Background: an optimization exercise with open tools, aiming at small area. Do not read the settings as production practice. Only simulation tests tie the RTL to the original design; equivalence was not proved. The flow treats the clock pin as an ideal source. Dropping or thinning the clock tree relies on that and would not hold on a real chip.

== main ==
==> flow/design.v <==
module magicgen (
    input  wire         clk,
    input  wire         rst,
    input  wire         cmd_valid,
    output wire         cmd_ready,
    input  wire [129:0] cmd_word,
    output wire         rsp_valid,
    input  wire         rsp_ready,
    output wire [40:0]  rsp_word
);
    localparam [3:0] PH_INIT = 4'd0;
    localparam [3:0] PH_P1   = 4'd1;    
    localparam [3:0] PH_X0   = 4'd2;    
    localparam [3:0] PH_CL2  = 4'd3;    
    localparam [3:0] PH_P2   = 4'd4;    
    localparam [3:0] PH_CL3  = 4'd5;    
    localparam [3:0] PH_P3   = 4'd6;    
    localparam [3:0] PH_FL   = 4'd7;    
    localparam [3:0] PH_MUL  = 4'd8;
    localparam [3:0] PH_HEN  = 4'd9;    
    localparam [3:0] PH_DONE = 4'd10;
    localparam [3:0] PH_CL1  = 4'd11;   
    localparam [3:0] PH_LD   = 4'd12;   
    reg        rv;          
    reg  [3:0] ph;          
    reg  [6:0] cnt;         
    reg [32:0] r1n;         
    wire [32:0] r1 = ~r1n;
    reg [32:0] r2n;         
    wire [32:0] r2 = ~r2n;
    reg [31:0] r3;          
    reg        qs;          
    reg  [2:0] md;          
    reg        nr;          
    wire [1:0]  op = cmd_word[129:128];
    wire [31:0] bw = cmd_word[95:64];
    wire [63:0] a  = cmd_word[63:0];
    wire [31:0] D  = a[31:0];
    wire cMul = ~op[1] & ~op[0];
    wire cS   = ~op[1] &  op[0];
    wire cU   =  op[1] & ~op[0];
    wire cInv =  op[1] &  op[0];
    wire isS   = ~md[1] &  md[0];
    wire isU   =  md[1] & ~md[0];
    wire isInv =  md[1] &  md[0];
    wire neg   = nr;
    wire done = ph[3] & ~ph[2] & ph[1] & ~ph[0];
    assign cmd_ready = ~rv & (~cmd_valid | done);
    assign rsp_valid = rv;
    wire oU = ~md[2] & isU;
    wire oM = ~md[2] & (isS | isU);
    assign rsp_word = {md[1:0] & {2{md[2]}}, r2[32] & oU,
                       {r3[6], r3[4:0]} & {6{oM}}, r2[31:0]};
    wire in_range = (a[63:32] == 32'h0) || (a[63:31] == {33{1'b1}});
    wire d_zero   = (D[31:1] == 31'h0);
    wire d_ones   = (D == 32'hFFFFFFFF);
    reg  [1:0] err;
    always @(*) begin
        err = 2'd0;
        if (!cMul && !in_range)            err = 2'd1;
        else if (cS && (d_zero || d_ones)) err = 2'd2;
        else if (cU && d_zero)             err = 2'd2;
        else if (cInv && !D[0])            err = 2'd3;
    end
    wire p_INI = ~ph[3] & ~ph[2] & ~ph[1] & ~ph[0];
    wire p_P1  = ~ph[3] & ~ph[2] & ~ph[1] &  ph[0];
    wire p_X0  = ~ph[3] & ~ph[2] &  ph[1] & ~ph[0];
    wire p_CL1 =  ph[3] & ~ph[2] &  ph[1] &  ph[0];
    wire p_LD  =  ph[3] &  ph[2];
    wire p_CL  = (~ph[3] &  ph[0] & (ph[2] ^ ph[1])) | p_CL1;
    wire p_P2  = ~ph[3] &  ph[2] & ~ph[1] & ~ph[0];
    wire p_P3  = ~ph[3] &  ph[2] &  ph[1] & ~ph[0];
    wire p_FL  = ~ph[3] &  ph[2] &  ph[1] &  ph[0];
    wire p_MUL =  ph[3] & ~ph[1] & ~ph[0];
    wire p_HEN =  ph[3] & ~ph[1] &  ph[0];
    wire c_0   = ~|cnt;
    wire c_31  = ~cnt[6] & ~cnt[5] & (&cnt[4:0]);
    wire c_32  = ~cnt[6] &  cnt[5] & ~|cnt[4:0];
    wire [6:0] cnt_inc;
    wire       cnt_co;
    rca #(.W(7)) u_inc (.a(cnt), .b(7'd0), .ci(1'b1), .s(cnt_inc), .co(cnt_co));
    wire cnt_end = (cnt == r3[6:0]);
    wire inv1 = ~neg & ~p_HEN & ~p_LD;
    wire [32:0] b1 = {~p_HEN & ~p_LD, D ^ {32{inv1}}};
    wire [32:0] s1;
    wire        ge;
    rca #(.W(33)) u_add1 (.a(r1), .b(b1), .ci(inv1), .s(s1), .co(ge));
    wire c_nx = p_P1 ? ((c_0 & isS) | (c_31 & neg))
              : p_CL ? ((c_31 & isS & ~p_CL1) | (c_32 & isU) | (isInv & p_CL1))
                     : (isU | (isInv & c_32));
    wire        take = p_HEN ? r1[0] : ((ge & ~p_MUL & ~p_CL) | p_LD);
    wire [32:0] sel  = take ? s1 : r1;
    wire [32:0] r1_nxt = p_HEN ? {1'b0, sel[32:1]} : {sel[31:0], c_nx};
    wire g2  = (p_P2 & ~qs) | (p_MUL & r1[32] & ~md[2]) | p_X0;
    wire c2  = (p_P1 | p_X0) ? qs : ((p_P3 | p_FL) ? (qs ^ neg) : 1'b0);
    wire ci2 = p_X0 ? ~neg : (p_P2 ? (~qs & neg) : (p_FL & (isS | isU) & ~neg));
    wire [32:0] b2 = ({1'b0, r3} & {33{g2}}) ^ {33{p_X0}};
    wire [32:0] s2;
    wire        s2_co;
    rca #(.W(33)) u_add2 (.a({r2[31:0], c2}), .b(b2), .ci(ci2), .s(s2), .co(s2_co));
    wire x_pos  = ~s2[32] & (s2 != 33'h0);
    wire p2_stop = p_P2 & ~c_0 & (x_pos | (isU & cnt[6]));
    wire [6:0] pfin = {cnt[6], cnt[5] | ~cnt[6], cnt[4:0] & {5{cnt[6] | cnt[5]}}};
    wire ph_end = (p_CL & c_32) | (p_HEN & c_31) | p_X0 | p2_stop | p_LD | p_INI;
    wire [6:0] cnt_set = {6'd0, (p_CL & ph[2]) | p_HEN};
    always @(posedge clk) begin
        cnt <= ph_end ? cnt_set : cnt_inc;
        qs  <= (p_P1 | p_P2 | p_P3) & ge;
    end
    always @(posedge clk) begin
        r1n <= ~r1_nxt;
        if (rst) begin
            rv <= 1'b0;
            ph <= PH_INIT;
        end else if (rv) begin
            if (rsp_ready) rv <= 1'b0;
        end else if (!cmd_valid) begin
            ph <= PH_INIT;
        end else begin
            case (ph)
            PH_INIT: begin
                md       <= (err != 2'd0) ? {1'b1, err} : {1'b0, op};
                nr       <= cS & D[31];
                r3[31:7] <= bw[31:7];
                r3[6:0]  <= cInv ? 7'd33 : bw[6:0];
                ph       <= PH_CL1;
            end
            PH_P1: begin
                r2n <= ~s2;
                if (c_32) begin
                    r3 <= isU ? ~sel[31:0] : {1'b0, ~sel[30:0]};
                    ph <= PH_X0;
                end
            end
            PH_X0: begin
                r2n <= ~s2;
                ph  <= PH_CL2;
            end
            PH_CL2, PH_CL3: begin
                if (c_32) begin
                    ph  <= ph[2] ? PH_P3 : PH_P2;
                end
            end
            PH_P2: begin
                if (p2_stop) begin
                    r3[6:0] <= pfin;
                    ph      <= PH_CL3;
                end else if (!c_0) begin
                    r2n <= ~s2;
                end
            end
            PH_P3: begin
                r2n <= ~s2;
                if (cnt_end) ph <= PH_FL;
            end
            PH_FL: begin
                r2n <= ~s2;
                ph <= PH_DONE;
            end
            PH_MUL: begin
                r2n <= ~s2;
                if (c_31) ph <= PH_DONE;
            end
            PH_HEN: begin
                if (c_31) begin
                    ph  <= PH_P3;
                end
            end
            PH_CL1: begin
                if (c_32) begin
                    ph  <= (md[2] | ~(md[1] | md[0])) ? PH_LD :
                           (isInv ? PH_HEN : PH_P1);
                end
            end
            PH_LD: begin
                ph  <= PH_MUL;
            end
            PH_DONE: begin
                rv <= 1'b1;
                ph <= PH_INIT;
            end
            default: ph <= PH_INIT;
            endcase
        end
    end
endmodule
module rca #(parameter W = 8) (
    input  wire [W-1:0] a,
    input  wire [W-1:0] b,
    input  wire         ci,
    output wire [W-1:0] s,
    output wire         co
);
    wire [W:0] c;
    assign c[0] = ci;
    genvar i;
    generate
        for (i = 0; i < W; i = i + 1) begin : g_bit
            assign s[i]   = a[i] ^ b[i] ^ c[i];
            assign c[i+1] = (a[i] & b[i]) | (c[i] & (a[i] ^ b[i]));
        end
    endgenerate
    assign co = c[W];
endmodule
==> flow/config.mk <==
export PLATFORM = sky130hd
export DESIGN_NAME = magicgen
export DESIGN_NICKNAME = magicgen
export VERILOG_FILES = /design/flow/design.v
export SDC_FILE = /design/flow/constraint.sdc
export NUM_CORES = 4
export LEC_CHECK = 0
export CAP_MARGIN = 20
export CORE_MARGIN = 2
export CORE_UTILIZATION = 60
export PLACE_DENSITY = 0.75
export SLEW_MARGIN = 20
==> flow/constraint.sdc <==
create_clock -name core_clock -period 20.0 [get_ports {clk}]
set_input_delay 4.0000 -clock core_clock [delete_from_list [all_inputs] [get_ports {clk}]]
set_output_delay 4.0000 -clock core_clock [all_outputs]
set_load 0.01 [all_outputs]
standard.sh (not shown) runs the stock make flow with config.mk's settings and CLKGATE_MAP_FILE= SYNTH_SCRIPT=/design/flow/synth_recipe.tcl, a recipe that flattens the netlist after the stock synthesis.
==> flow/flow/run.sh <==
#!/bin/bash
# The standard flow's synthesis with an area-oriented ABC mapping script; the standard
# floorplan and placement with the ports buffered with buf_1; a clock tree
# built by hand (flow/my_cts.tcl: one root buffer, eight leaf buffers, one
# per eighth of the flip-flops); then the standard routing and finish.
set -euo pipefail
export OWN_WORK=$PWD
export OWN_ABC_SCRIPT=$PWD/flow/abc_area.script
PORTS="BUFFER_PORTS_ARGS=-buffer_cell sky130_fd_sc_hd__buf_1"
R=$PWD/orfs/results/sky130hd/magicgen/base
bash standard.sh "SYNTH_SCRIPT=$PWD/flow/own_synth.tcl" synth > synth.log 2>&1
bash standard.sh "$PORTS" place > place.log 2>&1
PLAT_DIR=$FLOW_HOME/platforms/sky130hd IN_ODB=$R/3_place.odb IN_SDC=$R/3_place.sdc \
  OUT_ODB=$R/4_1_cts.odb OUT_SDC=$R/4_cts.sdc \
  LEAF_BUF=sky130_fd_sc_hd__clkbuf_8 ROOT_BUF=sky130_fd_sc_hd__clkbuf_4 LEVELS=3 \
  openroad -no_init -exit flow/my_cts.tcl > cts.log 2>&1
cp $R/4_1_cts.odb $R/4_cts.odb
bash standard.sh "$PORTS" finish > layout.log 2>&1
Other scripts of this flow, unchanged in this note and not shown: flow/flow/abc_area.script, flow/flow/my_cts.tcl, flow/flow/own_synth.tcl
Input-level comparison between the feature branch and main:
# main
export LEC_CHECK = 0
export CAP_MARGIN = 20
export CORE_MARGIN = 2
export CORE_UTILIZATION = 60
export PLACE_DENSITY = 0.75
export SLEW_MARGIN = 20
create_clock -name core_clock -period 20.0 [get_ports {clk}]
# the feature branch
export LEC_CHECK = 0
export CAP_MARGIN = 20
export CORE_MARGIN = 2
export CORE_UTILIZATION = 40
export PLACE_DENSITY = 0.6
export SLEW_MARGIN = 20
create_clock -name core_clock -period 20.0 [get_ports {clk}]
Results
- As far as worst reg2reg path depth goes, the feature branch and main are indistinguishable; the numbers are identical.
- The feature branch completed; timing, DRC and antenna clean
- In the feature branch relative to main, highest attainable clock frequency had gone up slightly.
- Looking at design area, the feature branch sits about 1.3% above main.
- The feature branch vs. main: flop-to-flop setup slack climbed 150 ps; flip-flop and latch share of the layout cell area lost 0.45 points; cell count after placement higher; via count went down 120.
- Re count of antenna diodes in the layout: main was lower than the feature branch.
No run of this note takes its clock network from TritonCTS; it comes from the design's own scripts or RTL.

[static timing again, ports no longer ideal]
How much do the figures lean on ideal ports? The routed layouts below were timed once more, with nothing changed but the port constraints.
Step 1 sets driving cells, clkbuf_16 on the clock port and buf_2 on the other inputs (assumed; they add their load-dependent delay and slew).
Step 2, shift: input delay + t, output delay - t, t = (earliest + latest rising clock arrival at the registers) / 2. This alone moves slack from input paths to output paths.
Three values: no drivers, after step 1, after step 2; two values: the first two.
| run | shift t [ns] | setup WS [ns] | latest minus earliest clock arrival (ns) | worst data-port slew with drivers (ns) |
|---|---|---|---|---|
| main | 0.501 | 1.285 / 1.282 / 0.781 | 0.016 / 0.016 | 0.07 |
| the feature branch | 0.533 | 1.369 / 1.365 / 0.832 | 0.017 / 0.018 | 0.07 |
After both steps every run listed still meets setup and hold. The setup slack of the feature branch, which loses most, moves by -0.004 ns with the drivers and by -0.537 ns with both steps.
